Background: an optimization exercise with open tools, aiming at small area. Do not read the settings as production practice.
The RTL was checked by simulation tests, not by an equivalence proof against the original design.
The flow treats the clock pin as an ideal source, which a real chip does not have.
Power and IR drop assume default switching activity.

// crc32_engine
module crc32_engine (
    input  wire        clk,
    input  wire        rst,
    input  wire        cmd_valid,
    output wire        cmd_ready,
    input  wire [7:0]  cmd,
    input  wire [31:0] din,
    output wire [31:0] dout,
    output wire        err
);
Size in the first run: about 290 cells after synthesis, roughly 77 I/O pins.
==> flow/config.mk <==
export PLATFORM = sky130hd
export DESIGN_NAME = crc32_engine
export DESIGN_NICKNAME = crc32_engine
export VERILOG_FILES = /design/flow/design.v
export SDC_FILE = /design/flow/constraint.sdc
export NUM_CORES = 4
export LEC_CHECK = 0
export CAP_MARGIN = 20
export CORE_MARGIN = 2
export CORE_UTILIZATION = 40
export SLEW_MARGIN = 20
export SYNTH_HIERARCHICAL = 1
export SYNTH_MEMORY_MAX_BITS = 65536
export SYNTH_MINIMUM_KEEP_SIZE = 0
==> flow/constraint.sdc <==
create_clock -name core_clock -period 8.0 [get_ports {clk}]
set_input_delay 1.6000 -clock core_clock [delete_from_list [all_inputs] [get_ports {clk}]]
set_output_delay 1.6000 -clock core_clock [all_outputs]
set_load 0.01 [all_outputs]
standard.sh (not shown) runs the stock make flow with config.mk's settings and CLKGATE_MAP_FILE= SYNTH_SCRIPT=/design/flow/synth_recipe.tcl, a recipe that flattens the netlist after the stock synthesis.
==> flow/flow/run.sh <==
#!/bin/bash
# Layout: the standard flow (standard.sh), with these changes:
#  - after floorplan, every combinational cell is sized down to the smallest
#    cell of its function (flow/downsize.tcl); repair_design and
#    repair_timing size up again where needed;
#  - the port buffers are the smallest buffer (buf_1) instead of the
#    buffer_ports default;
#  - clock tree synthesis uses clkbuf_4, in clusters of at most 10 sinks,
#    and inserts no dummy load cells; after it, a clock buffer whose sinks
#    see too slow a slew is sized up (flow/clkfix.tcl).
# Every input and output port still gets its own buffer. The output of the
# whole run goes to flow_run.log in this folder; ORFS keeps each step's log
# under orfs/logs/.
set -euo pipefail
here=$(pwd)
bash standard.sh \
  POST_FLOORPLAN_TCL="$here/flow/downsize.tcl" \
  POST_CTS_TCL="$here/flow/clkfix.tcl" \
  BUFFER_PORTS_ARGS="-buffer_cell sky130_fd_sc_hd__buf_1" \
  CTS_ARGS="-sink_clustering_enable -repair_clock_nets -dont_use_dummy_load -buf_list sky130_fd_sc_hd__clkbuf_4 -sink_clustering_size 10" \
  finish > flow_run.log 2>&1
Other scripts of this flow, unchanged in this note and not shown: flow/flow/clkfix.tcl, flow/flow/downsize.tcl
The first run completed with no timing, DRC or antenna violations.
Next try:
--- a/flow/design.v
+++ b/flow/design.v
@@ -132,42 +132,44 @@
     crc32_nor2b  u_iv  (.a(op[0]), .bn(op[1]), .y(iv));
     crc32_xor2   u_snin (.a(sn[0]), .b(iv), .y(sn_in));
     wire [31:0] sn_nxt = {sn_in, sn[31:1]};
     wire [31:0] sn_d;
     genvar i;
     generate
         for (i = 0; i < 32; i = i + 1) begin : g_s
             crc32_sbit #(.TAP(i < 31 ? POLY[i] : 1'b0)) u_s (
                 .s(sn[i]), .s_up(sn_nxt[i]), .d(din[i]), .p(p_s[i / 16]),
-                .q(q_s[i / 16]), .dm(dm[i / 8]), .fb(fb_s[i / 16]), .y(sn_d[i]));
+                .q(q_s[i / 16]), .dm(dm[i / 8]), .fb(fb_s[i < 21 ? 0 : 1]), .y(sn_d[i]));
         end
     endgenerate
     always @(posedge clk)
         sn <= sn_d;
     wire fb_d, xn, d_in;
-    wire [1:0] p_d, q_d;
+    wire [2:0] p_d, q_d;
     wire nop2, clr_d;
     crc32_inv   u_nop2 (.a(op[2]), .y(nop2));
     crc32_or2   u_clrd (.a(rst), .b(a_tab), .y(clr_d));
     crc32_nor2  u_pd0  (.a(rst), .b(nop2), .y(p_d[0]));           
     crc32_nor2  u_pd1  (.a(rst), .b(nop2), .y(p_d[1]));
+    crc32_nor2  u_pd2  (.a(rst), .b(nop2), .y(p_d[2]));
     crc32_nor2  u_qd0  (.a(op[2]), .b(clr_d), .y(q_d[0]));
     crc32_nor2  u_qd1  (.a(op[2]), .b(clr_d), .y(q_d[1]));
+    crc32_nor2  u_qd2  (.a(op[2]), .b(clr_d), .y(q_d[2]));
     crc32_and4b u_fbd (.an(rst), .b(op[2]), .c(op[1]), .d(d_q[0]), .y(fb_d));   
     crc32_xnor2 u_xn  (.a(sn[0]), .b(op[0]), .y(xn));
     crc32_mux2  u_din (.a0(xn), .a1(d_q[0]), .s(op[1]), .y(d_in));
     wire [31:0] d_nxt = {d_in, d_q[31:1]};
     wire [31:0] d_d;
     generate
         for (i = 0; i < 32; i = i + 1) begin : g_d
             crc32_dbit #(.TAP(i < 31 ? POLY[i] : 1'b0), .LD(i < 8 ? 1'b1 : 1'b0)) u_d (
-                .o(d_q[i]), .o_up(d_nxt[i]), .d(din[i]), .p(p_d[i / 16]),
-                .q(q_d[i / 16]), .ld(a_tab), .fb(fb_d), .y(d_d[i]));
+                .o(d_q[i]), .o_up(d_nxt[i]), .d(din[i]), .p(p_d[i < 8 ? 0 : i < 16 ? 1 : 2]),
+                .q(q_d[i < 8 ? 0 : i < 16 ? 1 : 2]), .ld(a_tab), .fb(fb_d), .y(d_d[i]));
         end
     endgenerate
     always @(posedge clk)
         d_q <= d_d;
     wire e, last, nd;
     wire [2:0] op_d;
     crc32_nand4 u_e    (.a(c[3]), .b(c[2]), .c(c[1]), .d(c[0]), .y(e));
     crc32_nor2b u_last (.a(e), .bn(c[4]), .y(last));               
     crc32_nor3  u_nd   (.a(last), .b(p1), .c(rst), .y(nd));         
The new run finished clean.
Setup slack gets worse by 0.055 ns.
Clock skew goes up by 0.0050 ns.
Non-clock buffer count goes down by 2.
Fmax goes down slightly.
Power hardly moves.
Cell area is about the same.
Routed wire length goes up by a few percent.
Area after synthesis hardly moves.
Die area stays flat.
Core utilization goes down by 0.32 points.
Count of clock-buffer cells in the layout does not change.

## port drivers added, routing unchanged
How much do the figures lean on ideal ports? The routed layouts below were timed once more, with nothing changed but the port constraints.
Step 1 assumes that a clkbuf_16 drives the clock port and a buf_2 every other input.
Step 2 also shifts input and output timing later by t, the mid clock arrival at the registers, as if the neighbouring blocks saw the same clock.
Three values: no drivers, after step 1, after step 2; two values: the first two.
run	t (ns)	slack for setup (ns)	hold WS [ns]	latest minus earliest clock arrival (ns)	pins driven straight from the clock port
the first run	0.400	3.480 / 3.471 / 3.071	0.494 / 0.494 / 0.494	0.035 / 0.034	1
the second run	0.414	3.425 / 3.416 / 3.002	0.478 / 0.478 / 0.478	0.028 / 0.028	1
After both steps every run listed still meets setup and hold. The setup slack of the second run, which loses most, moves by -0.009 ns with the drivers and by -0.423 ns with both steps.
